What follows belongs to an exercise in optimizing a design on an open flow for small area, a short achievable clock period and few clock cycles; a production flow would make more cautious choices. Only simulation tests tie the RTL to the original design; equivalence was not proved. The flow treats the clock pin as an ideal source, which a real chip does not have. Power is estimated from default activity; no workload was simulated.

==> run.sh <==
#!/bin/bash
# synth_recipe.tcl (not shown) runs the flow's synth.tcl, then flattens the netlist and writes it again
# the make line also repeats each setting of config.mk as NAME=value (left out here)
make -C /OpenROAD-flow-scripts/flow DESIGN_CONFIG=/design/flow/config.mk WORK_HOME=/design/flow/orfs CLKGATE_MAP_FILE= SYNTH_SCRIPT=/design/flow/synth_recipe.tcl finish
==> config.mk <==
export PLATFORM = sky130hd
export DESIGN_NAME = stmdfu_crcpack
export DESIGN_NICKNAME = stmdfu_crcpack
export VERILOG_FILES = /design/flow/design.v
export SDC_FILE = /design/flow/constraint.sdc
export NUM_CORES = 8
export LEC_CHECK = 0
export CAP_MARGIN = 20
export CORE_MARGIN = 2
export CORE_UTILIZATION = 35
export SETUP_SLACK_MARGIN = 5
export SLEW_MARGIN = 20
==> constraint.sdc <==
create_clock -name core_clock -period 11.0 [get_ports {clk}]
set_input_delay 2.2000 -clock core_clock [delete_from_list [all_inputs] [get_ports {clk}]]
set_output_delay 2.2000 -clock core_clock [all_outputs]
set_load 0.01 [all_outputs]
==> design.v <==
module stmdfu_crcpack (
  input  wire        clk,
  input  wire        rst,           
  input  wire        host_valid,
  input  wire        host_we,
  input  wire [11:0] host_addr,
  input  wire [31:0] host_wdata,
  output wire        host_ready,
  output reg         host_rvalid,
  output reg  [31:0] host_rdata,
  output reg         mem_req,
  output reg         mem_we,
  output reg  [13:0] mem_addr,
  output reg  [7:0]  mem_wdata,
  input  wire        mem_gnt,
  input  wire [7:0]  mem_rdata
);
  localparam [7:0] F_NAMELONG = 8'd5,  F_WSHORT = 8'd7,  F_RSHORT = 8'd8,
                   F_ILLEGAL  = 8'd9,  F_RANGE  = 8'd10, F_OVFL   = 8'd11,
                   F_NOTABLE  = 8'd12, F_NOTGT  = 8'd13;
  localparam [2:0] K_PFX = 3'd0, K_TGT = 3'd1, K_EL = 3'd2, K_SFX = 3'd4;
  localparam [2:0] OP_CRC = 3'd0, OP_IMG = 3'd1, OP_UP = 3'd2, OP_USFX = 3'd3,
                   OP_PK  = 3'd4, OP_PSFX = 3'd5, OP_CPY = 3'd6;
  localparam [2:0] I_ZERO = 3'd0, I_ARG0 = 3'd1, I_ARG1 = 3'd2, I_POS = 3'd3,
                   I_BASE = 3'd4, I_CONST = 3'd5;
  reg  [7:0]    err;
  reg  [31:0]   errinfo;
  reg  [31:0]   arg0, arg1, arg2;
  reg  [31:0]   acc;
  reg           tvalid;
  reg  [31:0]   wbase, wpos, wlim, rbase, rpos, rlim;
  reg  [31:0]   pfx_size;
  reg  [7:0]    pfx_tcnt, pfx_ver;
  reg  [39:0]   pfx_sig;             
  reg  [7:0]    tgt_alt, tgt_named;
  reg  [31:0]   tgt_size, tgt_nelem;
  reg  [47:0]   tgt_sig;
  reg  [2039:0] tgt_name;            
  reg  [31:0]   el_addr, el_size;
  reg  [15:0]   sfx_dev, sfx_prod, sfx_vend, sfx_dfu;
  reg  [7:0]    sfx_len;
  reg  [31:0]   sfx_crc;
  reg  [23:0]   sfx_sig;
  reg         rst_q;                 
  reg         pv;                    
  reg  [7:0]  pop, pimm;             
  reg         pf;                    
  reg  [3:0]  pfc;                   
  reg  [2:0]  pfi;                   
  reg  [7:0]  pfk;                   
  reg         nclr;                  
  reg         busy;                  
  assign host_ready = !(busy || pv || rst_q || nclr);
  wire   accept     = host_valid && host_ready && !rst;
  wire   h_wr       = accept && host_we;
  wire   h_rd       = accept && !host_we;
  wire [31:0] W     = host_wdata;
  wire [11:0] A     = host_addr;
  function [31:0] crc_table(input [7:0] i);
    reg [31:0] x;
    integer    k;
    begin
      x = {24'h0, i};
      for (k = 0; k < 8; k = k + 1)
        x = x[0] ? ((x >> 1) ^ 32'hEDB88320) : (x >> 1);
      crc_table = x;
    end
  endfunction
  function [31:0] crc_step(input [31:0] a, input [7:0] b);
    crc_step = crc_table(a[7:0] ^ b) ^ (a >> 8);
  endfunction
  function gt3(input [31:0] a, input [31:0] b, input [31:0] c);
    reg [33:0] s, k, x;
    begin
      s = {2'b11, a ^ b ^ ~c};
      k = {1'b0, (a & b) | (a & ~c) | (b & ~c), 1'b0};
      x = s + k;                     
      gt3 = !x[33];
    end
  endfunction
  reg  [2:0]  op;
  reg  [2:0]  kind;
  reg         back;                  
  reg         cup;                   
  reg  [13:0] ra, wa;                
  reg  [14:0] rrem;                  
  reg  [14:0] wrem;                  
  reg         rv1;                   
  reg  [7:0]  rdq;                   
  reg         rdv;
  reg  [7:0]  f0, f1;                
  reg  [1:0]  fcnt;
  reg  [7:0]  nsel;                  
  reg  [7:0]  nq;                    
  reg         nq_v;
  wire [8:0]  wr9 = wrem[8:0];
  wire [7:0]   nidx = busy ? nsel : A[7:0];
  reg  [254:0] ndec;
  reg  [7:0]   name_rd;
  integer i;
  always @* begin
    name_rd = 8'h00;
    for (i = 0; i < 255; i = i + 1) begin
      ndec[i] = (nidx == i);
      name_rd = name_rd | ({8{ndec[i]}} & tgt_name[8*i +: 8]);
    end
  end
  wire [7:0] c_op  = W[7:0];
  wire [7:0] c_imm = W[15:8];
  wire c_cmd  = h_wr && (A == 12'h000);
  wire c_go   = c_cmd && (err == 8'h0 || W == 32'h1);
  wire c_known = (c_op == 8'h00) || (c_op == 8'h01) || (c_op == 8'h10) || (c_op == 8'h11) ||
                 (c_op == 8'h12) || (c_op == 8'h13) || (c_op == 8'h20) || (c_op == 8'h21) ||
                 (c_op == 8'h22) ||
                 (c_op[7:4] == 4'h3 && c_op[3:0] <= 4'h4) ||
                 (c_op[7:4] == 4'h4 && c_op[3:0] <= 4'h4);
  wire c_ill  = (W[31:16] != 16'h0) ||
                (c_imm != 8'h0 && c_op != 8'h12 && c_op != 8'h21) || !c_known;
  wire c_ok   = c_go && !c_ill;
  wire c_tini = c_ok && (c_op == 8'h10);
  wire c_seed = c_ok && (c_op == 8'h11);
  wire c_byte = c_ok && (c_op == 8'h12);
  wire c_late = c_ok && (c_op != 8'h00) && (c_op != 8'h10) && (c_op != 8'h11) && (c_op != 8'h12);
  wire        c_up  = c_op[6];                     
  wire [31:0] P     = c_up ? rpos : wpos;
  wire [31:0] LIM   = c_up ? rlim : wlim;
  wire [31:0] BASE  = c_up ? rbase : wbase;
  reg  [31:0] mv_len;
  always @* begin
    case (c_op[3:0])
      4'h0:    mv_len = 32'd11;
      4'h1:    mv_len = 32'd271;
      4'h2:    mv_len = 32'd8;
      4'h3:    mv_len = arg1;
      default: mv_len = 32'd16;
    endcase
  end
  wire        a1_nz   = (arg1 != 32'h0);
  wire        a1_hi   = (arg1[31:15] != 17'h0);
  wire        mv_nz   = (c_op[3:0] != 4'h3) || a1_nz;
  wire        mv_hi   = (c_op[3:0] == 4'h3) && a1_hi;
  wire        short   = mv_nz && gt3(P, mv_len, LIM);
  wire [15:0] p_end   = {1'b0, P[14:0]} + {1'b0, mv_len[14:0]};
  wire        range   = mv_nz && ((P[31:15] != 17'h0) || mv_hi || (p_end > 16'd16384));
  wire [15:0] a0_end  = {1'b0, arg0[14:0]} + {1'b0, arg1[14:0]};
  wire        a0_out  = a1_nz && ((arg0[31:15] != 17'h0) || a1_hi || (a0_end > 16'd16384));
  wire        b_gt_p  = (BASE > P);
  wire [33:0] el_total     = {2'b0, arg1} + 34'd8;
  wire [33:0] tgt_plus_el  = {2'b0, tgt_size} + el_total;
  wire [33:0] pfx_plus_el  = {2'b0, pfx_size} + el_total;
  reg         c_f;
  reg  [3:0]  c_fc;
  reg  [2:0]  c_fi;
  reg  [7:0]  c_fk;
  always @* begin
    c_f = 1'b1; c_fc = F_RANGE[3:0]; c_fi = I_POS; c_fk = 8'h0;
    case (c_op)
      8'h13:
        if (!tvalid) begin c_fc = F_NOTABLE[3:0]; c_fi = I_ZERO; end
        else if (a0_out) c_fi = I_ARG0;
        else c_f = 1'b0;
      8'h20:
        begin
          c_fc = F_OVFL[3:0]; c_fi = I_CONST;
          if (arg0[31:16] != 16'h0) c_fk = 8'h04;
          else if (arg1[31:16] != 16'h0) c_fk = 8'h05;
          else if (arg2[31:16] != 16'h0) c_fk = 8'h06;
          else c_f = 1'b0;
        end
      8'h21:
        if (arg1 > 32'd255) begin c_fc = F_NAMELONG[3:0]; c_fi = I_ARG1; end
        else if (pfx_tcnt == 8'd255) begin c_fc = F_OVFL[3:0]; c_fi = I_CONST; c_fk = 8'h21; end
        else if (pfx_size > 32'hFFFFFEF0) begin c_fc = F_OVFL[3:0]; c_fi = I_CONST; c_fk = 8'h20; end
        else if (a0_out) c_fi = I_ARG0;
        else c_f = 1'b0;
      8'h22:
        if (pfx_tcnt == 8'd0) begin c_fc = F_NOTGT[3:0]; c_fi = I_ZERO; end
        else if (tgt_plus_el[33:32] != 2'b0) begin c_fc = F_OVFL[3:0]; c_fi = I_CONST; c_fk = 8'h32; end
        else if (pfx_plus_el[33:32] != 2'b0) begin c_fc = F_OVFL[3:0]; c_fi = I_CONST; c_fk = 8'h20; end
        else if (tgt_nelem == 32'hFFFFFFFF) begin c_fc = F_OVFL[3:0]; c_fi = I_CONST; c_fk = 8'h33; end
        else c_f = 1'b0;
      8'h30, 8'h31, 8'h32, 8'h40, 8'h41, 8'h42:
        if (short) c_fc = c_up ? F_RSHORT[3:0] : F_WSHORT[3:0];
        else if (range) ;
        else c_f = 1'b0;
      8'h33, 8'h43:
        if (a0_out) c_fi = I_ARG0;
        else if (short) c_fc = c_up ? F_RSHORT[3:0] : F_WSHORT[3:0];
        else if (range) ;
        else c_f = 1'b0;
      8'h34, 8'h44:
        if (!tvalid) begin c_fc = F_NOTABLE[3:0]; c_fi = I_ZERO; end
        else if (b_gt_p) c_fi = I_BASE;
        else if (short) c_fc = c_up ? F_RSHORT[3:0] : F_WSHORT[3:0];
        else if (range) ;
        else c_f = 1'b0;
      default: c_f = 1'b0;                         
    endcase
  end
  always @(posedge clk) begin
    rst_q <= rst;
    pv    <= !rst && c_late;
    if (c_late) begin
      pop <= c_op; pimm <= c_imm;
      pf <= c_f; pfc <= c_fc; pfi <= c_fi; pfk <= c_fk;
    end
  end
  wire p_up   = pop[6];
  wire [31:0] pP    = p_up ? rpos : wpos;
  wire [31:0] pBASE = p_up ? rbase : wbase;
  wire run    = pv && !pf;
  wire x_srst = run && (pop == 8'h01);
  wire x_init = run && (pop == 8'h20);
  wire x_img  = run && (pop == 8'h21);
  wire x_el   = run && (pop == 8'h22);
  wire x_sfx  = run && (pop == 8'h34 || pop == 8'h44);    
  wire do_rst = rst_q || x_srst;                   
  wire x_fail = pv && pf;
  wire        pa1_nz  = (arg1 != 32'h0);
  reg  [14:0] p_len;
  always @* begin
    case (pop[3:0])
      4'h0:    p_len = 15'd11;
      4'h1:    p_len = 15'd271;
      4'h2:    p_len = 15'd8;
      4'h3:    p_len = arg1[14:0];
      default: p_len = 15'd16;
    endcase
  end
  wire [14:0] pp_end  = pP[14:0] + arg1[14:0];
  wire [14:0] pa_end  = arg0[14:0] + arg1[14:0];
  wire [14:0] p_body  = pP[14:0] - pBASE[14:0];
  wire        pk_back = (pP[14:0] > arg0[14:0]) && (pP[14:0] < pa_end);
  wire        up_back = (arg0[14:0] > pP[14:0]) && (arg0[14:0] < pp_end);
  wire slot   = !mem_req || mem_gnt;               
  wire rd_pre = mem_req && !mem_we;                
  wire is_cpy = (op == OP_CPY);
  wire is_pk  = (op == OP_PK) || (op == OP_PSFX);
  wire [2:0] occ    = {1'b0, fcnt} + {2'b0, rv1} + {2'b0, rd_pre};
  wire       c_wrok = (fcnt != 2'd0 || rv1) && (wrem != 15'd0);
  wire       c_rdok = (rrem != 15'd0) && (occ <= 3'd1);
  wire       c_wr   = c_wrok && (rd_pre || !c_rdok);
  wire       c_rd   = !c_wr && c_rdok;
  wire       p_wr   = (wrem != 15'd0) && (rrem == 15'd0) && !rd_pre && !rv1 && !rdv;
  wire       iss_rd = busy && slot && (is_cpy ? c_rd : (rrem != 15'd0));
  wire       iss_wr = busy && slot && (is_cpy ? c_wr : (is_pk && p_wr));
  wire       w_gnt  = mem_req && mem_we && mem_gnt;
  wire [13:0] ra_nx = back ? ra - 14'd1 : ra + 14'd1;
  wire [13:0] wa_nx = back ? wa - 14'd1 : wa + 14'd1;
  wire       crc_rd  = rdv && ((op == OP_CRC) || (op == OP_PSFX) ||
                               ((op == OP_USFX) && (wrem > 15'd4)));
  wire       crc_wr  = w_gnt && (op == OP_PSFX) && (wrem >= 15'd4);
  wire [7:0] crc_in  = c_byte ? c_imm : (rdv ? rdq : mem_wdata);
  wire [31:0] acc_step = crc_step(acc, crc_in);
  reg [7:0] pk_byte;
  always @* begin
    case (kind)
      K_PFX: pk_byte = pfx_sig[7:0];
      K_TGT: pk_byte = (wr9 > 9'd263) ? tgt_sig[7:0] : ((wr9 > 9'd8) ? nq : tgt_size[7:0]);
      K_EL:  pk_byte = el_addr[7:0];
      default:   
        case (wrem[4:0])
          5'd4:    pk_byte = acc_step[7:0];
          5'd3:    pk_byte = acc[15:8];
          5'd2:    pk_byte = acc[23:16];
          5'd1:    pk_byte = acc[31:24];
          default: pk_byte = sfx_dev[7:0];
        endcase
    endcase
  end
  wire [7:0] cp_byte = (fcnt != 2'd0) ? f0 : mem_rdata;
  wire       c_pop   = iss_wr && is_cpy && (fcnt != 2'd0);
  wire       c_push  = rv1 && is_cpy && !(iss_wr && fcnt == 2'd0);
  wire done_w = busy && (op[2] == 1'b1) && (wrem == 15'd0) && (rrem == 15'd0) && w_gnt;
  wire done_r = busy && (op[2] == 1'b0) && (rrem == 15'd0) && !mem_req && !rv1;
  wire wpos_inc = iss_wr && (is_pk || (is_cpy && !cup));
  wire rpos_inc = iss_rd && ((op == OP_UP) || (is_cpy && cup) ||
                             (op == OP_USFX && rrem <= 15'd16));
  wire t_up   = rdv && (op == OP_UP);
  wire t_usfx = rdv && (op == OP_USFX) && (wrem <= 15'd16);
  wire up_name  = t_up && (kind == K_TGT) && (wr9 <= 9'd263) && (wr9 >= 9'd9);
  wire pk_name  = iss_wr && (op == OP_PK) && (kind == K_TGT) && (wr9 <= 9'd263) && (wr9 >= 9'd9);
  wire img_name = rdv && (op == OP_IMG);
  wire nq_get   = busy && (op == OP_PK) && (kind == K_TGT) && !nq_v;
  wire host_name = h_wr && (A[11:8] == 4'h1) && (A[7:0] != 8'hFF);
  wire name_clr  = rst_q || nclr;
  wire name_we   = host_name || up_name || img_name;
  wire [7:0] nbus = name_clr ? 8'h00 : (busy ? rdq : W[7:0]);
  integer n;
  always @(posedge clk)
    for (n = 0; n < 255; n = n + 1)
      if (name_clr || (name_we && ndec[n]))
        tgt_name[8*n +: 8] <= nbus;
  always @(posedge clk) begin
    nclr <= !rst && (x_srst || x_init || x_img);
    if (run) begin
      nsel <= 8'h00; nq_v <= 1'b0;
    end else if (up_name || pk_name || img_name || nq_get)
      nsel <= nsel + 8'd1;
    if (nq_get || pk_name) begin
      nq <= name_rd; nq_v <= 1'b1;
    end
  end
  reg [31:0] rd_val;
  always @* begin
    rd_val = 32'h0;
    if (A[11:8] == 4'h1 && A[7:0] != 8'hFF)
      rd_val = {24'h0, name_rd};
    else case (A)
      12'h001: rd_val = {30'h0, tvalid, err != 8'h0};
      12'h002: rd_val = {24'h0, err};
      12'h003: rd_val = errinfo;
      12'h004: rd_val = arg0;
      12'h005: rd_val = arg1;
      12'h006: rd_val = arg2;
      12'h008: rd_val = acc;
      12'h010: rd_val = wbase;
      12'h011: rd_val = wpos;
      12'h012: rd_val = wlim;
      12'h014: rd_val = rbase;
      12'h015: rd_val = rpos;
      12'h016: rd_val = rlim;
      12'h020: rd_val = pfx_size;
      12'h021: rd_val = {24'h0, pfx_tcnt};
      12'h022: rd_val = {24'h0, pfx_ver};
      12'h028: rd_val = {24'h0, pfx_sig[7:0]};
      12'h029: rd_val = {24'h0, pfx_sig[15:8]};
      12'h02A: rd_val = {24'h0, pfx_sig[23:16]};
      12'h02B: rd_val = {24'h0, pfx_sig[31:24]};
      12'h02C: rd_val = {24'h0, pfx_sig[39:32]};
      12'h030: rd_val = {24'h0, tgt_alt};
      12'h031: rd_val = {24'h0, tgt_named};
      12'h032: rd_val = tgt_size;
      12'h033: rd_val = tgt_nelem;
      12'h038: rd_val = {24'h0, tgt_sig[7:0]};
      12'h039: rd_val = {24'h0, tgt_sig[15:8]};
      12'h03A: rd_val = {24'h0, tgt_sig[23:16]};
      12'h03B: rd_val = {24'h0, tgt_sig[31:24]};
      12'h03C: rd_val = {24'h0, tgt_sig[39:32]};
      12'h03D: rd_val = {24'h0, tgt_sig[47:40]};
      12'h040: rd_val = el_addr;
      12'h041: rd_val = el_size;
      12'h050: rd_val = {16'h0, sfx_dev};
      12'h051: rd_val = {16'h0, sfx_prod};
      12'h052: rd_val = {16'h0, sfx_vend};
      12'h053: rd_val = {16'h0, sfx_dfu};
      12'h054: rd_val = {24'h0, sfx_len};
      12'h055: rd_val = sfx_crc;
      12'h058: rd_val = {24'h0, sfx_sig[7:0]};
      12'h059: rd_val = {24'h0, sfx_sig[15:8]};
      12'h05A: rd_val = {24'h0, sfx_sig[23:16]};
      default: rd_val = 32'h0;
    endcase
  end
  always @(posedge clk) begin
    host_rvalid <= h_rd;
    host_rdata  <= rd_val;
  end
  always @(posedge clk) begin
    rv1 <= mem_req && !mem_we && mem_gnt && !rst_q;
    rdq <= mem_rdata;
    rdv <= rv1 && !rst_q;
    if (rst_q) begin
      busy <= 1'b0; mem_req <= 1'b0; mem_we <= 1'b0;
      fcnt <= 2'd0; rrem <= 15'd0; wrem <= 15'd0;
    end else begin
      if (c_push && !c_pop) begin
        if (fcnt == 2'd0) f0 <= mem_rdata; else f1 <= mem_rdata;
        fcnt <= fcnt + 2'd1;
      end else if (c_pop && !c_push) begin
        f0 <= f1;
        fcnt <= fcnt - 2'd1;
      end else if (c_pop && c_push) begin
        if (fcnt == 2'd1) f0 <= mem_rdata;
        else begin f0 <= f1; f1 <= mem_rdata; end
      end
      if (iss_rd) begin
        mem_req <= 1'b1; mem_we <= 1'b0;
        mem_addr <= back ? ra_nx : ra;
        ra <= ra_nx;
        rrem <= rrem - 15'd1;
      end else if (iss_wr) begin
        mem_req <= 1'b1; mem_we <= 1'b1;
        mem_addr <= back ? wa_nx : wa;
        mem_wdata <= is_cpy ? cp_byte : pk_byte;
        wa <= wa_nx;
        wrem <= wrem - 15'd1;
      end else if (slot) begin
        mem_req <= 1'b0; mem_we <= 1'b0;
      end
      if ((t_up || (rdv && op == OP_USFX)) && wrem != 15'd0)
        wrem <= wrem - 15'd1;
      if (done_w || done_r)
        busy <= 1'b0;
      if (run) begin
        back <= 1'b0; cup <= p_up;
        case (pop)
          8'h13: if (pa1_nz) begin
            busy <= 1'b1; op <= OP_CRC; ra <= arg0[13:0]; rrem <= arg1[14:0];
          end
          8'h21: if (pa1_nz) begin
            busy <= 1'b1; op <= OP_IMG; ra <= arg0[13:0]; rrem <= arg1[14:0];
          end
          8'h30, 8'h31, 8'h32: begin
            busy <= 1'b1; op <= OP_PK; kind <= pop[2:0];
            wa <= wpos[13:0]; wrem <= p_len; rrem <= 15'd0;
          end
          8'h33, 8'h43: if (pa1_nz) begin
            busy <= 1'b1; op <= OP_CPY;
            back <= p_up ? up_back : pk_back;
            ra <= p_up ? (up_back ? pp_end[13:0] : rpos[13:0])
                       : (pk_back ? pa_end[13:0] : arg0[13:0]);
            wa <= p_up ? (up_back ? pa_end[13:0] : arg0[13:0])
                       : (pk_back ? pp_end[13:0] : wpos[13:0]);
            rrem <= arg1[14:0]; wrem <= arg1[14:0];
          end
          8'h34: begin
            busy <= 1'b1; op <= OP_PSFX; kind <= K_SFX;
            ra <= wbase[13:0]; rrem <= p_body;
            wa <= wpos[13:0]; wrem <= 15'd16;
          end
          8'h40, 8'h41, 8'h42: begin
            busy <= 1'b1; op <= OP_UP; kind <= pop[2:0];
            ra <= rpos[13:0]; rrem <= p_len; wrem <= p_len;
          end
          8'h44: begin
            busy <= 1'b1; op <= OP_USFX; kind <= K_SFX;
            ra <= rbase[13:0]; rrem <= p_body + 15'd16; wrem <= p_body + 15'd16;
          end
          default: ;
        endcase
      end
    end
  end
  wire a_lo = h_wr && (A[11:8] == 4'h0);
  wire h_arg0 = a_lo && A[7:0] == 8'h04, h_arg1 = a_lo && A[7:0] == 8'h05, h_arg2 = a_lo && A[7:0] == 8'h06;
  wire h_acc  = a_lo && A[7:0] == 8'h08;
  wire h_wbase = a_lo && A[7:0] == 8'h10, h_wpos = a_lo && A[7:0] == 8'h11, h_wlim = a_lo && A[7:0] == 8'h12;
  wire h_rbase = a_lo && A[7:0] == 8'h14, h_rpos = a_lo && A[7:0] == 8'h15, h_rlim = a_lo && A[7:0] == 8'h16;
  wire h_psize = a_lo && A[7:0] == 8'h20, h_ptcnt = a_lo && A[7:0] == 8'h21, h_pver = a_lo && A[7:0] == 8'h22;
  wire h_talt  = a_lo && A[7:0] == 8'h30, h_tnamed = a_lo && A[7:0] == 8'h31;
  wire h_tsize = a_lo && A[7:0] == 8'h32, h_tnelem = a_lo && A[7:0] == 8'h33;
  wire h_eaddr = a_lo && A[7:0] == 8'h40, h_esize = a_lo && A[7:0] == 8'h41;
  wire h_sdev  = a_lo && A[7:0] == 8'h50, h_sprod = a_lo && A[7:0] == 8'h51;
  wire h_svend = a_lo && A[7:0] == 8'h52, h_sdfu  = a_lo && A[7:0] == 8'h53;
  wire h_slen  = a_lo && A[7:0] == 8'h54, h_scrc  = a_lo && A[7:0] == 8'h55;
  wire [4:0] h_psig;
  wire [5:0] h_tsig;
  wire [2:0] h_ssig;
  genvar g;
  generate
    for (g = 0; g < 5; g = g + 1) begin : g_ps
      assign h_psig[g] = a_lo && A[7:0] == 8'h28 + g;
    end
    for (g = 0; g < 6; g = g + 1) begin : g_ts
      assign h_tsig[g] = a_lo && A[7:0] == 8'h38 + g;
    end
    for (g = 0; g < 3; g = g + 1) begin : g_ss
      assign h_ssig[g] = a_lo && A[7:0] == 8'h58 + g;
    end
  endgenerate
  wire ld_pk   = iss_wr && (op == OP_PK);
  wire ld_sfx  = iss_wr && (op == OP_PSFX);
  wire up_mode = !op[2];                          
  wire mv_st   = t_up || ld_pk;
  wire s_pfx = mv_st && (kind == K_PFX);
  wire s_tga = mv_st && (kind == K_TGT) && (wr9 >= 9'd264);
  wire s_tgb = mv_st && (kind == K_TGT) && (wr9 <= 9'd8);
  wire s_el  = mv_st && (kind == K_EL);
  wire s_sfx = (t_usfx && (wrem >= 15'd5)) || (ld_sfx && (wrem >= 15'd5));
  wire s_crc = t_usfx && (wrem <= 15'd4);
  wire [87:0] pfx_sh = {up_mode ? rdq : pfx_sig[7:0], pfx_tcnt, pfx_size, pfx_ver, pfx_sig[39:8]};
  wire [63:0] tga_sh = {up_mode ? rdq : tgt_sig[7:0], tgt_named, tgt_alt, tgt_sig[47:8]};
  wire [63:0] tgb_sh = {up_mode ? rdq : tgt_size[7:0], tgt_nelem, tgt_size[31:8]};
  wire [63:0] el_sh  = {up_mode ? rdq : el_addr[7:0], el_size, el_addr[31:8]};
  wire [95:0] sfx_sh = {up_mode ? rdq : sfx_dev[7:0], sfx_len, sfx_sig, sfx_dfu, sfx_vend,
                        sfx_prod, sfx_dev[15:8]};
  wire e_acc_step = (c_byte && tvalid) || crc_rd || crc_wr;
  wire e_acc_ones = c_seed || x_sfx;
  wire e_scrc     = done_w && (op == OP_PSFX);
  wire e_err_t    = (c_go && c_ill) || (c_byte && !tvalid);
  wire [7:0] err_t = c_ill ? F_ILLEGAL : F_NOTABLE;
  reg [31:0] x_info;
  always @* begin
    case (pfi)
      I_ARG0:  x_info = arg0;
      I_ARG1:  x_info = arg1;
      I_POS:   x_info = pP;
      I_BASE:  x_info = pBASE;
      I_CONST: x_info = {24'h0, pfk};
      default: x_info = 32'h0;
    endcase
  end
  always @(posedge clk) begin
    if (rst_q) tvalid <= 1'b0;
    else if (c_tini) tvalid <= 1'b1;
    err     <= ({(8){(e_err_t)}}) & err_t
             | ({(8){(x_fail)}}) & {4'h0, pfc}
             | ({(8){(!(e_err_t || x_fail || do_rst))}}) & err;
    errinfo <= ({(32){(c_go && c_ill)}}) & W
             | ({(32){(x_fail)}}) & x_info
             | ({(32){(!(e_err_t || x_fail || do_rst))}}) & errinfo;
    arg0 <= ({(32){(h_arg0)}}) & W | ({(32){(!(h_arg0 || do_rst))}}) & arg0;
    arg1 <= ({(32){(h_arg1)}}) & W | ({(32){(!(h_arg1 || do_rst))}}) & arg1;
    arg2 <= ({(32){(h_arg2)}}) & W | ({(32){(!(h_arg2 || do_rst))}}) & arg2;
    acc <= ({(32){(h_acc)}}) & W
         | ({(32){(e_acc_ones || do_rst)}})
         | ({(32){(e_acc_step)}}) & acc_step
         | ({(32){(!(h_acc || e_acc_ones || do_rst || e_acc_step))}}) & acc;
    wbase <= ({(32){(h_wbase)}}) & W | ({(32){(!(h_wbase || do_rst))}}) & wbase;
    wlim  <= ({(32){(h_wlim)}})  & W | ({(32){(!(h_wlim  || do_rst))}}) & wlim;
    rbase <= ({(32){(h_rbase)}}) & W | ({(32){(!(h_rbase || do_rst))}}) & rbase;
    rlim  <= ({(32){(h_rlim)}})  & W | ({(32){(!(h_rlim  || do_rst))}}) & rlim;
    wpos  <= ({(32){(h_wpos)}}) & W | ({(32){(wpos_inc)}}) & (wpos + 32'd1)
           | ({(32){(!(h_wpos || wpos_inc || do_rst))}}) & wpos;
    rpos  <= ({(32){(h_rpos)}}) & W | ({(32){(rpos_inc)}}) & (rpos + 32'd1)
           | ({(32){(!(h_rpos || rpos_inc || do_rst))}}) & rpos;
    pfx_size <= ({(32){(h_psize)}}) & W
              | ({(32){(x_init)}}) & 32'd11
              | ({(32){(x_img)}}) & (pfx_size + 32'd271)
              | ({(32){(x_el)}}) & pfx_plus_el[31:0]
              | ({(32){(s_pfx)}}) & pfx_sh[79:48]
              | ({(32){(!(h_psize || x_init || x_img || x_el || s_pfx || do_rst))}}) & pfx_size;
    pfx_tcnt <= ({(8){(h_ptcnt)}}) & W[7:0]
              | ({(8){(x_img)}}) & (pfx_tcnt + 8'd1)
              | ({(8){(s_pfx)}}) & pfx_sh[87:80]
              | ({(8){(!(h_ptcnt || x_init || x_img || s_pfx || do_rst))}}) & pfx_tcnt;
    pfx_ver  <= ({(8){(h_pver)}}) & W[7:0]
              | ({(8){(x_init)}}) & 8'd1
              | ({(8){(s_pfx)}}) & pfx_sh[47:40]
              | ({(8){(!(h_pver || x_init || s_pfx || do_rst))}}) & pfx_ver;
    tgt_alt   <= ({(8){(h_talt)}}) & W[7:0]
               | ({(8){(x_img)}}) & pimm
               | ({(8){(s_tga)}}) & tga_sh[55:48]
               | ({(8){(!(h_talt || x_init || x_img || s_tga || do_rst))}}) & tgt_alt;
    tgt_named <= ({(8){(h_tnamed)}}) & W[7:0]
               | ({(8){(x_img)}}) & {7'h0, pa1_nz}
               | ({(8){(s_tga)}}) & tga_sh[63:56]
               | ({(8){(!(h_tnamed || x_init || x_img || s_tga || do_rst))}}) & tgt_named;
    tgt_size  <= ({(32){(h_tsize)}}) & W
               | ({(32){(x_el)}}) & tgt_plus_el[31:0]
               | ({(32){(s_tgb)}}) & tgb_sh[31:0]
               | ({(32){(!(h_tsize || x_init || x_img || x_el || s_tgb || do_rst))}}) & tgt_size;
    tgt_nelem <= ({(32){(h_tnelem)}}) & W
               | ({(32){(x_el)}}) & (tgt_nelem + 32'd1)
               | ({(32){(s_tgb)}}) & tgb_sh[63:32]
               | ({(32){(!(h_tnelem || x_init || x_img || x_el || s_tgb || do_rst))}}) & tgt_nelem;
    el_addr <= ({(32){(h_eaddr)}}) & W
             | ({(32){(x_el)}}) & arg0
             | ({(32){(s_el)}}) & el_sh[31:0]
             | ({(32){(!(h_eaddr || x_init || x_el || s_el || do_rst))}}) & el_addr;
    el_size <= ({(32){(h_esize)}}) & W
             | ({(32){(x_el)}}) & arg1
             | ({(32){(s_el)}}) & el_sh[63:32]
             | ({(32){(!(h_esize || x_init || x_el || s_el || do_rst))}}) & el_size;
    sfx_dev  <= ({(16){(h_sdev)}}) & W[15:0]
              | ({(16){(x_init)}}) & arg0[15:0]
              | ({(16){(s_sfx)}}) & sfx_sh[15:0]
              | ({(16){(!(h_sdev || x_init || s_sfx || do_rst))}}) & sfx_dev;
    sfx_prod <= ({(16){(h_sprod)}}) & W[15:0]
              | ({(16){(x_init)}}) & arg2[15:0]
              | ({(16){(s_sfx)}}) & sfx_sh[31:16]
              | ({(16){(!(h_sprod || x_init || s_sfx || do_rst))}}) & sfx_prod;
    sfx_vend <= ({(16){(h_svend)}}) & W[15:0]
              | ({(16){(x_init)}}) & arg1[15:0]
              | ({(16){(s_sfx)}}) & sfx_sh[47:32]
              | ({(16){(!(h_svend || x_init || s_sfx || do_rst))}}) & sfx_vend;
    sfx_dfu  <= ({(16){(h_sdfu)}}) & W[15:0]
              | ({(16){(x_init)}}) & 16'h011A
              | ({(16){(s_sfx)}}) & sfx_sh[63:48]
              | ({(16){(!(h_sdfu || x_init || s_sfx || do_rst))}}) & sfx_dfu;
    sfx_len  <= ({(8){(h_slen)}}) & W[7:0]
              | ({(8){(x_init)}}) & 8'd16
              | ({(8){(s_sfx)}}) & sfx_sh[95:88]
              | ({(8){(!(h_slen || x_init || s_sfx || do_rst))}}) & sfx_len;
    sfx_crc  <= ({(32){(h_scrc)}}) & W
              | ({(32){(e_scrc)}}) & acc
              | ({(32){(s_crc)}}) & {rdq, sfx_crc[31:8]}
              | ({(32){(!(h_scrc || x_init || e_scrc || s_crc || do_rst))}}) & sfx_crc;
  end
  wire [39:0] psig_init = 40'h6553756644;        
  wire [47:0] tsig_init = 48'h746567726154;      
  wire [23:0] ssig_init = 24'h444655;            
  generate
    for (g = 0; g < 5; g = g + 1) begin : g_psig
      always @(posedge clk)
        pfx_sig[8*g +: 8] <= ({(8){(h_psig[g])}}) & W[7:0]
                           | ({(8){(x_init)}}) & psig_init[8*g +: 8]
                           | ({(8){(s_pfx)}}) & pfx_sh[8*g +: 8]
                           | ({(8){(!(h_psig[g] || x_init || s_pfx || do_rst))}}) & pfx_sig[8*g +: 8];
    end
    for (g = 0; g < 6; g = g + 1) begin : g_tsig
      always @(posedge clk)
        tgt_sig[8*g +: 8] <= ({(8){(h_tsig[g])}}) & W[7:0]
                           | ({(8){(x_img)}}) & tsig_init[8*g +: 8]
                           | ({(8){(s_tga)}}) & tga_sh[8*g +: 8]
                           | ({(8){(!(h_tsig[g] || x_init || x_img || s_tga || do_rst))}}) & tgt_sig[8*g +: 8];
    end
    for (g = 0; g < 3; g = g + 1) begin : g_ssig
      always @(posedge clk)
        sfx_sig[8*g +: 8] <= ({(8){(h_ssig[g])}}) & W[7:0]
                           | ({(8){(x_init)}}) & ssig_init[8*g +: 8]
                           | ({(8){(s_sfx)}}) & sfx_sh[64 + 8*g +: 8]
                           | ({(8){(!(h_ssig[g] || x_init || s_sfx || do_rst))}}) & sfx_sig[8*g +: 8];
    end
  endgenerate
endmodule
==> flow_summary.ini, run 1 <==
[run_status]
status = complete, but fails checks
failed_checks = antenna rules, capacitance limit, slew limit

[setup_path]
critical_path_depth = 14
path_cells = clkdlybuf4s18_2, nor3b_4, nor2_1, buf_4, nor2_1, buf_4, a32oi_1, buf_4, nand4_1, a221oi_2, nand3_1, nand4b_1, nand2_1, nand2_1
worstPathArrival_ns = 7.51
cp_num_buf_inv = 4
path_max_fanout = 15
reg2reg_depth = 11
startpoint_type = input pin
required_ns = 11.89
crit_path_top_delay_cell = a221oi_2
critical_path_class = input pin to flop
crit_top_cell = buf_4
regToRegSetupSlack_ns = 4.92
crit_family = simple AND/OR/NAND/NOR gates
endpoint_kind = flop
slowest_delay_ns = 0.77

[grt]
use_met3_pct = 30.7
overflow = 0
grt_pass1_wl_um = 1470000
antenna_found_initial = 207
grtUsageMet1_pct = 58.4
grtUsageTotal_pct = 56.9
grt_pass1_vias = 122000
grt_util_met2_pct = 77.2
globalRoute.busiestLayer = met2
grt_start_max_net_pins = 143

[floorplan]
die_y_um = 636
top_level_ports = 115
die_w_um = 636
start_util_pct = 35.1
die_area_um2 = 404000
coreArea_um2 = 399000
num_rows = 232

[layout]
area_growth_pct = 22.5
fin_nets = 13400
drive_gt1_share_pct = 19.4
stdcell_count = 18800

[detailed_routing]
routed_wirelength_um = 1190000
vias = 146000
drtAntennaViolNets = 2
routedWlPerCell_um = 63.1
firstDrtPassIters = 14
drc = 0
viasPerCell = 7.75
drtIter0Drc = 31800

[timing]
setup_violations = 0
hold_violations = 0
relSlewSlack_pct = -7.05
tightest_slew_ns = 1.61
period_share_pct = 60.2
finalSetupTns_ns = 0
slew_viol_final = 7
grt_setup_unrepaired = true
fin_skew_ns = 0.115
max_freq_mhz = 151
fin_crit_ns = 6.62

[synth]
synth_area_leader_cell = edfxtp_1
ys_top_cells_by_count = edfxtp_1 (2151), nand2_1 (1604), dfxtp_1 (859)
synthMostInstantiatedCell = edfxtp_1
syn_area_um2 = 140000
synth.area.top_cells = edfxtp_1 (46%), dfxtp_1 (12%), nand2_1 (4.3%)
syn_area_per_cell_um2 = 11.4
ys_seq_area_share_pct = 58.5
synth.net_count = 12600
synth_enable_flop_cells = 2151
synthArstFlopShare_pct = 0
synth.distinct_cells = 96
yosysTopAreaCellShare_pct = 46.2
ys_ff_latch = 3010
postSynthCellCount = 12200
ys.flop_type = edfxtp_1
yosys_warnings = 1

[pwr]
power_mw = 27.4
p_leak_nw = 63.5
max-vdd-ir-drop_mv = 0.132
power_density_nw_per_um2 = 160

[clock_tree]
cts_root_buf = clkbuf_16
cts_max_level = 5
clock_sinks = 3010
cts-buffers-inserted = 356
cts_tree = done
cts_max_path_buffers = 4
clk_pin_slew_ns = 0.06
clock_latency_ns = 1.12

[placed_design]
routabilityCongestion = 1.16
numPortBuffers = 114
dp_hpwl_um = 850000
place_inst = 17800

[worst_hold_path]
hold_depth = 1
hp-class = flop to flop

[run]
drv_cap = 1
==> stage by stage <==
stage	area [µm²]	util (%)	hold slack, ns	worst slack, ns
CTS	169000	42.5	0.445	4.98
finish	171000	43.0	0.445	4.38
global placement	156000	39.1	0.427	2.34
detailed placement	156000	39.3	0.433	2.33
floorplan	140000	-	0.416	3.62
global route	171000	42.8	0.462	4.91
==> flip-flops by register name, indices dropped and copies added, names as in the netlist, 24 cells and up <==
register	flops
sfx_crc	32
arg0	32
rlim	32
tgt_name	2040
errinfo	32
tgt_nelem	32
wlim	32
wpos	32
sfx_sig	24
rpos	32
rbase	32
arg1	32
pfx_sig	40
el_size	32
arg2	32
pfx_size	32
tgt_sig	48
wbase	32
acc	32
el_addr	32
tgt_size	32
host_rdata	32
==> layout by cell type (no fill, tap or decap), types with 346 or more instances in the layout <==
cell / n
a21oi_1: 346
a221oi_1: 371
a22o_1: 368
a22oi_1: 575
buf_4: 1034
clkbuf_16: 365
dfxtp_1: 856
edfxtp_1: 2151
nand2_1: 1593
nand3_1: 527
nor2_1: 433
==> where the power goes <==
group | switching (mW) | internal (mW) | leakage [nW]
logic | 1.66 | 0.303 | 29.1
clock network | 5.50 | 6.92 | 5.67
registers | 0.318 | 12.7 | 28.7
==> worst paths after layout <==
check	start	to
worst max-delay path	host_addr[7]	host_rdata[0]
worst min register to register	nq_v	nq_v
worst max register to register	wrem[5]	tgt_name[884]
worst min-delay path	nq_v	nq_v
==> layer usage <==
metal / routed length (µm) / vias to the layer above
li1: - / 50000
met2: 467000 / 17300
met1: 372000 / 71900
met3: 174000 / 6359
met5: 2000 / -
met4: 173000 / 67
==> repair_timing <==
action,CTS,global route
gates cloned,3,4
gates resized for setup,173,101
setup endpoints to repair,493,92
hold buffers,0,0
buffers inserted,32,23
pin swaps,30,24
==> layout make-up <==
type / instances / area, µm²
Fill cell: 37400 / 227000
Sequential cell: 3010 / 81800
Multi-Input combinational cell: 8122 / 59000
Timing Repair Buffer: 1257 / 10700
Clock buffer: 459 / 9620
Tap cell: 5265 / 6590
Clock inverter: 186 / 2000
Inverter: 244 / 920
Antenna cell: 262 / 656
==> cells by family after synthesis <==
family	share of synthesized area (%)
AO/OA/AOI/OAI	18.1
XOR/XNOR	1.93
adder cells (fa/ha/maj)	2.98
buffers and inverters	3.00
flip-flops	58.5
multiplexers	2.29
AND/OR/NAND/NOR	13.1
==> worst register-to-register path, cell delays in order, from the launching register on <==
cell      delay [ns]
dfxtp_1         0.33
or3_1           0.47
nand2b_1        0.32
o21ai_0         0.60
nand2_1         0.59
a21oi_1         0.42
nand3b_1        0.25
a21oi_1         0.38
a21oi_4         0.20
buf_12          0.33
o21ai_4         1.46
buf_4           0.43
Testbench counts, summed over its fixed seeds: cycles 244,524.
==> run 2: changes to the inputs <==
--- a/design.v
+++ b/design.v
@@ -7,7 +7,7 @@
   input  wire [31:0] host_wdata,
   output wire        host_ready,
   output reg         host_rvalid,
-  output reg  [31:0] host_rdata,
+  output wire [31:0] host_rdata,
   output reg         mem_req,
   output reg         mem_we,
   output reg  [13:0] mem_addr,
@@ -50,7 +50,8 @@
   reg  [7:0]  pfk;                   
   reg         nclr;                  
   reg         busy;                  
-  assign host_ready = !(busy || pv || rst_q || nclr);
+  reg         rdy;                   
+  assign host_ready = rdy;
   wire   accept     = host_valid && host_ready && !rst;
   wire   h_wr       = accept && host_we;
   wire   h_rd       = accept && !host_we;
@@ -92,19 +93,22 @@
   reg  [1:0]  fcnt;
   reg  [7:0]  nsel;                  
   reg  [7:0]  nq;                    
+  reg  [15:0] nhalf;                 
   reg         nq_v;
   wire [8:0]  wr9 = wrem[8:0];
   wire [7:0]   nidx = busy ? nsel : A[7:0];
   reg  [254:0] ndec;
-  reg  [7:0]   name_rd;
+  reg  [15:0]  name_2;                
   integer i;
   always @* begin
-    name_rd = 8'h00;
+    name_2 = 16'h0;
     for (i = 0; i < 255; i = i + 1) begin
       ndec[i] = (nidx == i);
-      name_rd = name_rd | ({8{ndec[i]}} & tgt_name[8*i +: 8]);
+      name_2[8*(i/128) +: 8] = name_2[8*(i/128) +: 8] |
+                                ({8{nidx[6:0] == i % 128}} & tgt_name[8*i +: 8]);
     end
   end
+  wire [7:0] name_rd = nidx[7] ? name_2[15:8] : name_2[7:0];
   wire [7:0] c_op  = W[7:0];
   wire [7:0] c_imm = W[15:8];
   wire c_cmd  = h_wr && (A == 12'h000);
@@ -119,32 +123,44 @@
   wire c_ok   = c_go && !c_ill;
   wire c_tini = c_ok && (c_op == 8'h10);
   wire c_seed = c_ok && (c_op == 8'h11);
-  wire c_byte = c_ok && (c_op == 8'h12);
-  wire c_late = c_ok && (c_op != 8'h00) && (c_op != 8'h10) && (c_op != 8'h11) && (c_op != 8'h12);
+  wire c_late = c_ok && (c_op != 8'h00) && (c_op != 8'h10) && (c_op != 8'h11);
   wire        c_up  = c_op[6];                     
-  wire [31:0] P     = c_up ? rpos : wpos;
-  wire [31:0] LIM   = c_up ? rlim : wlim;
-  wire [31:0] BASE  = c_up ? rbase : wbase;
-  reg  [31:0] mv_len;
+  wire        a1_nz = (arg1 != 32'h0);
+  wire        a1_hi = (arg1[31:15] != 17'h0);
+  wire [15:0] a0_end  = {1'b0, arg0[14:0]} + {1'b0, arg1[14:0]};
+  wire        a0_out  = a1_nz && ((arg0[31:15] != 17'h0) || a1_hi || (a0_end > 16'd16384));
+  wire [32:0] w_room = {1'b0, wlim} - {1'b0, wpos};
+  wire [32:0] r_room = {1'b0, rlim} - {1'b0, rpos};
+  function short_k(input [32:0] room, input [8:0] k);
+    short_k = room[32] || ((room[31:9] == 23'h0) && (room[8:0] < k));
+  endfunction
+  function range_k(input [31:0] pos, input [14:0] k);
+    range_k = (pos[31:15] != 17'h0) || (pos[14:0] > 15'd16384 - k);
+  endfunction
+  wire [15:0] w_end_a = {1'b0, wpos[14:0]} + {1'b0, arg1[14:0]};
+  wire [15:0] r_end_a = {1'b0, rpos[14:0]} + {1'b0, arg1[14:0]};
+  wire w_short_a = a1_nz && gt3(wpos, arg1, wlim);
+  wire r_short_a = a1_nz && gt3(rpos, arg1, rlim);
+  wire w_range_a = a1_nz && ((wpos[31:15] != 17'h0) || a1_hi || (w_end_a > 16'd16384));
+  wire r_range_a = a1_nz && ((rpos[31:15] != 17'h0) || a1_hi || (r_end_a > 16'd16384));
+  wire w_base_gt = (wbase > wpos);
+  wire r_base_gt = (rbase > rpos);
+  reg short, range, b_gt_p;
   always @* begin
-    case (c_op[3:0])
-      4'h0:    mv_len = 32'd11;
-      4'h1:    mv_len = 32'd271;
-      4'h2:    mv_len = 32'd8;
-      4'h3:    mv_len = arg1;
-      default: mv_len = 32'd16;
+    case ({c_up, c_op[3:0]})
+      5'h00:   begin short = short_k(w_room, 9'd11);  range = range_k(wpos, 15'd11);  end
+      5'h01:   begin short = short_k(w_room, 9'd271); range = range_k(wpos, 15'd271); end
+      5'h02:   begin short = short_k(w_room, 9'd8);   range = range_k(wpos, 15'd8);   end
+      5'h03:   begin short = w_short_a;               range = w_range_a;              end
+      5'h10:   begin short = short_k(r_room, 9'd11);  range = range_k(rpos, 15'd11);  end
+      5'h11:   begin short = short_k(r_room, 9'd271); range = range_k(rpos, 15'd271); end
+      5'h12:   begin short = short_k(r_room, 9'd8);   range = range_k(rpos, 15'd8);   end
+      5'h13:   begin short = r_short_a;               range = r_range_a;              end
+      5'h14:   begin short = short_k(r_room, 9'd16);  range = range_k(rpos, 15'd16);  end
+      default: begin short = short_k(w_room, 9'd16);  range = range_k(wpos, 15'd16);  end
     endcase
+    b_gt_p = c_up ? r_base_gt : w_base_gt;
   end
-  wire        a1_nz   = (arg1 != 32'h0);
-  wire        a1_hi   = (arg1[31:15] != 17'h0);
-  wire        mv_nz   = (c_op[3:0] != 4'h3) || a1_nz;
-  wire        mv_hi   = (c_op[3:0] == 4'h3) && a1_hi;
-  wire        short   = mv_nz && gt3(P, mv_len, LIM);
-  wire [15:0] p_end   = {1'b0, P[14:0]} + {1'b0, mv_len[14:0]};
-  wire        range   = mv_nz && ((P[31:15] != 17'h0) || mv_hi || (p_end > 16'd16384));
-  wire [15:0] a0_end  = {1'b0, arg0[14:0]} + {1'b0, arg1[14:0]};
-  wire        a0_out  = a1_nz && ((arg0[31:15] != 17'h0) || a1_hi || (a0_end > 16'd16384));
-  wire        b_gt_p  = (BASE > P);
   wire [33:0] el_total     = {2'b0, arg1} + 34'd8;
   wire [33:0] tgt_plus_el  = {2'b0, tgt_size} + el_total;
   wire [33:0] pfx_plus_el  = {2'b0, pfx_size} + el_total;
@@ -155,6 +171,9 @@
   always @* begin
     c_f = 1'b1; c_fc = F_RANGE[3:0]; c_fi = I_POS; c_fk = 8'h0;
     case (c_op)
+      8'h12:
+        if (!tvalid) begin c_fc = F_NOTABLE[3:0]; c_fi = I_ZERO; end
+        else c_f = 1'b0;
       8'h13:
         if (!tvalid) begin c_fc = F_NOTABLE[3:0]; c_fi = I_ZERO; end
         else if (a0_out) c_fi = I_ARG0;
@@ -175,8 +194,8 @@
         else c_f = 1'b0;
       8'h22:
         if (pfx_tcnt == 8'd0) begin c_fc = F_NOTGT[3:0]; c_fi = I_ZERO; end
-        else if (tgt_plus_el[33:32] != 2'b0) begin c_fc = F_OVFL[3:0]; c_fi = I_CONST; c_fk = 8'h32; end
-        else if (pfx_plus_el[33:32] != 2'b0) begin c_fc = F_OVFL[3:0]; c_fi = I_CONST; c_fk = 8'h20; end
+        else if (gt3(tgt_size, arg1, 32'hFFFFFFF7)) begin c_fc = F_OVFL[3:0]; c_fi = I_CONST; c_fk = 8'h32; end
+        else if (gt3(pfx_size, arg1, 32'hFFFFFFF7)) begin c_fc = F_OVFL[3:0]; c_fi = I_CONST; c_fk = 8'h20; end
         else if (tgt_nelem == 32'hFFFFFFFF) begin c_fc = F_OVFL[3:0]; c_fi = I_CONST; c_fk = 8'h33; end
         else c_f = 1'b0;
       8'h30, 8'h31, 8'h32, 8'h40, 8'h41, 8'h42:
@@ -217,21 +236,28 @@
   wire do_rst = rst_q || x_srst;                   
   wire x_fail = pv && pf;
   wire        pa1_nz  = (arg1 != 32'h0);
-  reg  [14:0] p_len;
+  reg  [14:0] c_len;
   always @* begin
-    case (pop[3:0])
-      4'h0:    p_len = 15'd11;
-      4'h1:    p_len = 15'd271;
-      4'h2:    p_len = 15'd8;
-      4'h3:    p_len = arg1[14:0];
-      default: p_len = 15'd16;
+    case (c_op[3:0])
+      4'h0:    c_len = 15'd11;
+      4'h1:    c_len = 15'd271;
+      4'h2:    c_len = 15'd8;
+      4'h3:    c_len = arg1[14:0];
+      default: c_len = 15'd16;
     endcase
   end
-  wire [14:0] pp_end  = pP[14:0] + arg1[14:0];
-  wire [14:0] pa_end  = arg0[14:0] + arg1[14:0];
-  wire [14:0] p_body  = pP[14:0] - pBASE[14:0];
-  wire        pk_back = (pP[14:0] > arg0[14:0]) && (pP[14:0] < pa_end);
-  wire        up_back = (arg0[14:0] > pP[14:0]) && (arg0[14:0] < pp_end);
+  wire [14:0] c_body  = c_up ? (rpos[14:0] - rbase[14:0]) : (wpos[14:0] - wbase[14:0]);
+  function gt3_15(input [14:0] a, input [14:0] b, input [14:0] c);
+    reg [16:0] s, k, x;
+    begin
+      s = {2'b11, a ^ b ^ ~c};
+      k = {1'b0, (a & b) | (a & ~c) | (b & ~c), 1'b0};
+      x = s + k;                     
+      gt3_15 = !x[16];
+    end
+  endfunction
+  wire        pk_back = (wpos[14:0] > arg0[14:0]) && gt3_15(arg0[14:0], arg1[14:0], wpos[14:0]);
+  wire        up_back = (arg0[14:0] > rpos[14:0]) && gt3_15(rpos[14:0], arg1[14:0], arg0[14:0]);
   wire slot   = !mem_req || mem_gnt;               
   wire rd_pre = mem_req && !mem_we;                
   wire is_cpy = (op == OP_CPY);
@@ -250,7 +276,8 @@
   wire       crc_rd  = rdv && ((op == OP_CRC) || (op == OP_PSFX) ||
                                ((op == OP_USFX) && (wrem > 15'd4)));
   wire       crc_wr  = w_gnt && (op == OP_PSFX) && (wrem >= 15'd4);
-  wire [7:0] crc_in  = c_byte ? c_imm : (rdv ? rdq : mem_wdata);
+  wire       x_byte  = run && (pop == 8'h12);
+  wire [7:0] crc_in  = x_byte ? pimm : (rdv ? rdq : mem_wdata);
   wire [31:0] acc_step = crc_step(acc, crc_in);
   reg [7:0] pk_byte;
   always @* begin
@@ -273,6 +300,12 @@
   wire       c_push  = rv1 && is_cpy && !(iss_wr && fcnt == 2'd0);
   wire done_w = busy && (op[2] == 1'b1) && (wrem == 15'd0) && (rrem == 15'd0) && w_gnt;
   wire done_r = busy && (op[2] == 1'b0) && (rrem == 15'd0) && !mem_req && !rv1;
+  wire start  = run && (((pop == 8'h13) || (pop == 8'h21) || (pop == 8'h33) || (pop == 8'h43))
+                        ? pa1_nz : ((pop[7:4] == 4'h3) || (pop[7:4] == 4'h4)));
+  wire busy_n = !rst_q && (start || (busy && !(done_w || done_r)));
+  wire nclr_n = !rst && (x_srst || x_init || x_img);
+  always @(posedge clk)
+    rdy <= !(busy_n || rst || (!rst && c_late) || nclr_n);
   wire wpos_inc = iss_wr && (is_pk || (is_cpy && !cup));
   wire rpos_inc = iss_rd && ((op == OP_UP) || (is_cpy && cup) ||
                              (op == OP_USFX && rrem <= 15'd16));
@@ -292,8 +325,8 @@
       if (name_clr || (name_we && ndec[n]))
         tgt_name[8*n +: 8] <= nbus;
   always @(posedge clk) begin
-    nclr <= !rst && (x_srst || x_init || x_img);
-    if (run) begin
+    nclr <= nclr_n;
+    if (c_late) begin
       nsel <= 8'h00; nq_v <= 1'b0;
     end else if (up_name || pk_name || img_name || nq_get)
       nsel <= nsel + 8'd1;
@@ -304,9 +337,7 @@
   reg [31:0] rd_val;
   always @* begin
     rd_val = 32'h0;
-    if (A[11:8] == 4'h1 && A[7:0] != 8'hFF)
-      rd_val = {24'h0, name_rd};
-    else case (A)
+    case (A)
       12'h001: rd_val = {30'h0, tvalid, err != 8'h0};
       12'h002: rd_val = {24'h0, err};
       12'h003: rd_val = errinfo;
@@ -352,10 +383,16 @@
       default: rd_val = 32'h0;
     endcase
   end
+  reg [31:0] rd_q;
+  reg [1:0]  rd_half;
   always @(posedge clk) begin
     host_rvalid <= h_rd;
-    host_rdata  <= rd_val;
+    rd_q        <= rd_val;
+    nhalf       <= name_2;
+    rd_half     <= {2{(A[11:8] == 4'h1) && (A[7:0] != 8'hFF)}} & {A[7], !A[7]};
   end
+  assign host_rdata = {rd_q[31:8], rd_q[7:0] | ({8{rd_half[1]}} & nhalf[15:8])
+                                              | ({8{rd_half[0]}} & nhalf[7:0])};
   always @(posedge clk) begin
     rv1 <= mem_req && !mem_we && mem_gnt && !rst_q;
     rdq <= mem_rdata;
@@ -390,42 +427,40 @@
       end
       if ((t_up || (rdv && op == OP_USFX)) && wrem != 15'd0)
         wrem <= wrem - 15'd1;
-      if (done_w || done_r)
-        busy <= 1'b0;
-      if (run) begin
-        back <= 1'b0; cup <= p_up;
-        case (pop)
-          8'h13: if (pa1_nz) begin
-            busy <= 1'b1; op <= OP_CRC; ra <= arg0[13:0]; rrem <= arg1[14:0];
-          end
-          8'h21: if (pa1_nz) begin
-            busy <= 1'b1; op <= OP_IMG; ra <= arg0[13:0]; rrem <= arg1[14:0];
-          end
+      busy <= busy_n;
+      if (c_late) begin
+        back <= 1'b0; cup <= c_up;
+        case (c_op)
+          8'h13: begin op <= OP_CRC; ra <= arg0[13:0]; rrem <= arg1[14:0]; end
+          8'h21: begin op <= OP_IMG; ra <= arg0[13:0]; rrem <= arg1[14:0]; end
           8'h30, 8'h31, 8'h32: begin
-            busy <= 1'b1; op <= OP_PK; kind <= pop[2:0];
-            wa <= wpos[13:0]; wrem <= p_len; rrem <= 15'd0;
+            op <= OP_PK; kind <= c_op[2:0];
+            wa <= wpos[13:0]; wrem <= c_len; rrem <= 15'd0;
+          end
+          8'h33: begin
+            op <= OP_CPY; back <= pk_back;
+            ra <= pk_back ? a0_end[13:0] : arg0[13:0];
+            wa <= pk_back ? w_end_a[13:0] : wpos[13:0];
+            rrem <= arg1[14:0]; wrem <= arg1[14:0];
           end
-          8'h33, 8'h43: if (pa1_nz) begin
-            busy <= 1'b1; op <= OP_CPY;
-            back <= p_up ? up_back : pk_back;
-            ra <= p_up ? (up_back ? pp_end[13:0] : rpos[13:0])
-                       : (pk_back ? pa_end[13:0] : arg0[13:0]);
-            wa <= p_up ? (up_back ? pa_end[13:0] : arg0[13:0])
-                       : (pk_back ? pp_end[13:0] : wpos[13:0]);
+          8'h43: begin
+            op <= OP_CPY; back <= up_back;
+            ra <= up_back ? r_end_a[13:0] : rpos[13:0];
+            wa <= up_back ? a0_end[13:0] : arg0[13:0];
             rrem <= arg1[14:0]; wrem <= arg1[14:0];
           end
           8'h34: begin
-            busy <= 1'b1; op <= OP_PSFX; kind <= K_SFX;
-            ra <= wbase[13:0]; rrem <= p_body;
+            op <= OP_PSFX; kind <= K_SFX;
+            ra <= wbase[13:0]; rrem <= c_body;
             wa <= wpos[13:0]; wrem <= 15'd16;
           end
           8'h40, 8'h41, 8'h42: begin
-            busy <= 1'b1; op <= OP_UP; kind <= pop[2:0];
-            ra <= rpos[13:0]; rrem <= p_len; wrem <= p_len;
+            op <= OP_UP; kind <= c_op[2:0];
+            ra <= rpos[13:0]; rrem <= c_len; wrem <= c_len;
           end
           8'h44: begin
-            busy <= 1'b1; op <= OP_USFX; kind <= K_SFX;
-            ra <= rbase[13:0]; rrem <= p_body + 15'd16; wrem <= p_body + 15'd16;
+            op <= OP_USFX; kind <= K_SFX;
+            ra <= rbase[13:0]; rrem <= c_body + 15'd16; wrem <= c_body + 15'd16;
           end
           default: ;
         endcase
@@ -475,11 +510,11 @@
   wire [63:0] el_sh  = {up_mode ? rdq : el_addr[7:0], el_size, el_addr[31:8]};
   wire [95:0] sfx_sh = {up_mode ? rdq : sfx_dev[7:0], sfx_len, sfx_sig, sfx_dfu, sfx_vend,
                         sfx_prod, sfx_dev[15:8]};
-  wire e_acc_step = (c_byte && tvalid) || crc_rd || crc_wr;
+  wire e_acc_step = x_byte || crc_rd || crc_wr;
   wire e_acc_ones = c_seed || x_sfx;
   wire e_scrc     = done_w && (op == OP_PSFX);
-  wire e_err_t    = (c_go && c_ill) || (c_byte && !tvalid);
-  wire [7:0] err_t = c_ill ? F_ILLEGAL : F_NOTABLE;
+  wire e_err_t    = c_go && c_ill;
+  wire [7:0] err_t = F_ILLEGAL;
   reg [31:0] x_info;
   always @* begin
     case (pfi)
==> flow/run.sh (new file) <==
#!/bin/bash
set -o pipefail
MARGIN=6.5
bash standard.sh synth > flow_1_synth.log 2>&1 || exit 1
bash standard.sh floorplan > flow_2_floorplan.log 2>&1 || exit 1
bash standard.sh place > flow_3_place.log 2>&1 || exit 1
bash standard.sh SETUP_SLACK_MARGIN=$MARGIN cts > flow_4_cts.log 2>&1 || exit 1
bash standard.sh SETUP_SLACK_MARGIN=$MARGIN finish > flow_5_route_finish.log 2>&1 || exit 1
test -f out/final.def
==> standard.sh (new file) <==
#!/bin/bash
# synth_recipe.tcl (not shown) runs the flow's synth.tcl, then flattens the netlist and writes it again
# the make line also repeats each setting of config.mk as NAME=value (left out here)
make -C /OpenROAD-flow-scripts/flow DESIGN_CONFIG=/design/flow/config.mk WORK_HOME=/design/flow/orfs CLKGATE_MAP_FILE= SYNTH_SCRIPT=/design/flow/synth_recipe.tcl "${@:-finish}"
--- a/config.mk
+++ b/config.mk
@@ -5,8 +5,10 @@
 export SDC_FILE = /design/flow/constraint.sdc
 export NUM_CORES = 8
 export LEC_CHECK = 0
+export ABC_CLOCK_PERIOD_IN_PS = 4500
 export CAP_MARGIN = 20
 export CORE_MARGIN = 2
 export CORE_UTILIZATION = 35
-export SETUP_SLACK_MARGIN = 5
+export CTS_CLUSTER_DIAMETER = 100
+export CTS_CLUSTER_SIZE = 20
 export SLEW_MARGIN = 20
removed: run.sh
==> run 2 against run 1 <==
  * Now clean on timing, DRC and antenna
  * Non-clock buffer count down 79
  * First-iteration DRC count is 17% lower
  * Worst hold slack got worse by 0.023 ns
  * Final area grew 0.99%
  * Register-to-register slack improved by 1.4 ns
  * Via count shrank 8.9%
  * Clock skew rose by 0.054 ns
  * Area after synthesis is 5.1% higher
  * Largest power group unchanged
==> flow_summary.ini, run 2 <==
[clock_tree]
cts_max_level = 4
cts_hold_buf = 0
cts-buffers-inserted = 185
clock_sinks = 3029
clk_pin_slew_ns = 0.10
cts_root_buf = clkbuf_16
cts_max_path_buffers = 4
clock_latency_ns = 1.06
cts_tree = done

[synth]
ys_seq_area_share_pct = 55.9
synth_area_leader_cell = edfxtp_1
synth.net_count = 13500
synthArstFlopShare_pct = 0
synthMostInstantiatedCell = edfxtp_1
syn_area_um2 = 147000
syn_area_per_cell_um2 = 11.5
synth.area.top_cells = edfxtp_1 (44%), dfxtp_1 (12%), ha_1 (5.0%)
ys_top_cells_by_count = edfxtp_1 (2151), nand2_1 (1224), dfxtp_1 (878)
synth_enable_flop_cells = 2151
ys_ff_latch = 3029
synth.distinct_cells = 111
yosys_warnings = 1
yosysTopAreaCellShare_pct = 44.0
postSynthCellCount = 12800
ys.flop_type = edfxtp_1

[pwr]
switching_share_pct = 25.6
power_density_nw_per_um2 = 127
seq_power_share_pct = 59.6
p_leak_nw = 64.2
power_frac_comb_pct = 6.1
p_sw_mw = 5.63
power_mw = 22.0
max-vdd-ir-drop_mv = 0.146
internal-power_mw = 16.3
clockPowerShare_pct = 34.3

[timing]
hold_violations = 0
finalSetupTns_ns = 0
tightest_slew_ns = 1.40
slew_viol_final = 0
fin_crit_ns = 4.85
max_freq_mhz = 206
fin_ws_ns = 6.15
grt_setup_unrepaired = true
period_share_pct = 44.1
relSlewSlack_pct = 7.00
setup_violations = 0
fin_skew_ns = 0.169

[layout]
largest_reg_flops = 2040
drive_gt1_share_pct = 17.3
largest_register = tgt_name
area_growth_pct = 17.7
design_area_um2 = 173000
layout_commonest_cell = edfxtp_1
stdcell_count = 19000
final_cell_mix = edfxtp_1 (2151), nand2_1 (1166), buf_4 (846)
largestRegisters = tgt_name (2040), tgt_sig (48), pfx_sig (40)
fin_nets = 14100

[detailed_routing]
drtAntennaViolNets = 0
routed_wirelength_um = 853000
vias = 133000
route.met2.wl_um = 351000
top_layer = met5
firstDrtPassIters = 12
dr_wl_met3_um = 122000
met1Wirelength_um = 294000
drc = 0
viasPerCell = 6.98
drtIter0Drc = 26500
routedWlPerCell_um = 44.9

[grt]
grtUsageTotal_pct = 38.5
grt_pass1_wl_um = 1110000
grt_start_max_net_pins = 183
overflow = 0
antenna_found_initial = 79
grt_pass1_vias = 119000

[setup_path]
critical_path_depth = 10
endpoint = nq[7]
crit-reg2reg-launch = busy
crit_path_start = host_addr[6]
slowest_delay_ns = 0.65
crit_family = simple AND/OR/NAND/NOR gates
path_max_fanout = 6
critical_path_class = input pin to flop
crit_path_top_delay_cell = or4_1
endpoint_kind = flop
path_cells = buf_12, mux2_4, nand2_4, buf_6, nor2_4, a222oi_1, nand4_1, or4_1, or4_4, mux2_4
regToRegEndpoint = nq[7]
startpoint_type = input pin
required_ns = 11.82
reg2reg_depth = 10
crit_top_cell = mux2_4
worstPathArrival_ns = 5.68
regToRegSetupSlack_ns = 6.31
cp_num_buf_inv = 2

[floorplan]
coreArea_um2 = 417000
die_area_um2 = 425000
num_rows = 237
die_y_um = 652
top_level_ports = 115
start_util_pct = 35.2
die_w_um = 652

[placed_design]
numPortBuffers = 114
placed_cell_area_um2 = 158000
place_inst = 18300
pre_cts_ws_ns = 3.13
routabilityCongestion = 1.08
dp_hpwl_um = 601000

[worst_hold_path]
hp-class = flop to flop

[run]
drv_cap = 0

[run_status]
status = no timing/DRC/antenna violations
==> run 2: cell count changes in the layout (fill, tap and decap cells not counted), sizes merged, moves of 71 or more <==
cell	previous run	this run
diode	262	95
mux2i	187	116
a22o	373	559
ha	271	591
clkinv	127	15
a221oi	420	493
buf	1148	1069
nor3	299	220
clkbuf	470	241
nand3	538	382
o21ai	447	646
inv	258	435
a21oi	374	520
nand2	1604	1230
==> run 2: power groups by stage <==
| stage | Combinational, mW | Sequential [mW] | Clock (mW) |
|---|---|---|---|
| floorplan | 0.430 | 13.1 | 0 |
| global placement | 1.11 | 13.3 | 0 |
| detailed placement | 1.11 | 13.3 | 0 |
| CTS | 1.23 | 13.0 | 7.49 |
| global route | 1.32 | 13.1 | 7.83 |
| finish | 1.34 | 13.1 | 7.54 |
==> run 2: through the flow <==
| stage | utilization, % | hold slack (ns) |
|---|---|---|
| 2_1_floorplan | - | 0.416 |
| 3_3_place_gp | 37.9 | 0.444 |
| 3_5_place_dp | 38.0 | 0.446 |
| 4_1_cts | 40.6 | 0.440 |
| 5_1_grt | 41.4 | 0.460 |
| 6_report | 41.5 | 0.422 |
==> run 2: worst min-delay path by stage <==
| stage | depth (start not counted) | start | endpoint |
|---|---|---|---|
| final | 2 | pfx_sig[23] | pfx_sig[15] |
| after global routing | 2 | pfx_sig[23] | pfx_sig[15] |
| after CTS | 2 | pfx_sig[23] | pfx_sig[15] |
| after detailed placement | 2 | sfx_vend[7] | sfx_vend[7] |
| after global placement | 2 | sfx_vend[15] | sfx_vend[15] |
| after floorplan | 2 | sfx_crc[4] | sfx_crc[4] |
==> run 2: cell type report <==
class / count / area [µm²]
well taps: 5497 / 6880
clock buffers: 232 / 4850
multi-input cells: 8498 / 65300
flip-flops and latches: 3029 / 82200
diodes: 95 / 238
clock inverters: 36 / 567
inverters: 448 / 1810
repair buffers: 1178 / 11100
fillers: 39300 / 244000
==> run 2: per-layer routing <==
metal | vias to the layer above | global-route usage [%]
li1 | 51500 | -
met1 | 65800 | 46.2
met2 | 12200 | 55.7
met3 | 3177 | 14.0
met4 | 46 | 30.2
met5 | - | 0.747
==> run 2: cell families (layout without fill, tap and decap cells) <==
group,count (synthesis),after routing,synth area share [%]
other,0,95,0
DFF,3029,3029,55.9
AOI/OAI and AO/OA,4001,4005,20.2
buffers and inverters,1273,1894,3.36
and+or+nand+nor,3308,3311,10.8
xor gates and xnor gates,317,317,1.93
muxes,166,167,1.25
adders and majority gates,698,698,6.49
==> run 2: repair_timing <==
item	CTS	global route
cloned	12	6
buffers inserted	211	127
pin swaps	125	126
resized for setup	848	434
endpoints found under the setup margin	2938	832
==> run 2: worst register-to-register path, stage by stage, from the launching register on <==
cell	delay (ns)
dfxtp_2	0.67
buf_6	0.53
nor3_4	0.13
a21o_4	0.29
nand2_2	0.20
nor2_4	0.13
a222oi_1	0.63
nand4_1	0.51
or4_1	0.65
or4_4	0.54
mux2_4	0.29
Testbench counts of run 2, summed over its fixed seeds: cycles 244,652.

separate check: timing with driven ports:
The flow's constraints put no driver on any port. The routed layouts listed below were extracted and timed again, unchanged, in two steps.
Step 1 sets driving cells, clkbuf_16 on the clock port and buf_2 on the other inputs (assumed; they add their load-dependent delay and slew).
Step 2 adds t to the input delays and takes it off the output delays; t is the mean of the earliest and latest rising clock arrival at the registers after step 1. Input paths then give back, and output paths get back, about the clock's delay inside the block.
Slacks: ideal / step 1 / step 2; pairs: ideal / step 1.
run | t (ns) | slack for setup (ns) | clock arrival spread, ns
run 1 | 1.189 | 4.376 / 4.490 / 3.300 | 0.126 / 0.127
run 2 | 1.079 | 6.145 / 6.096 / 5.017 | 0.169 / 0.169
The setup slack of run 2, which loses most, moves by -0.049 ns with the drivers and by -1.128 ns with both steps.
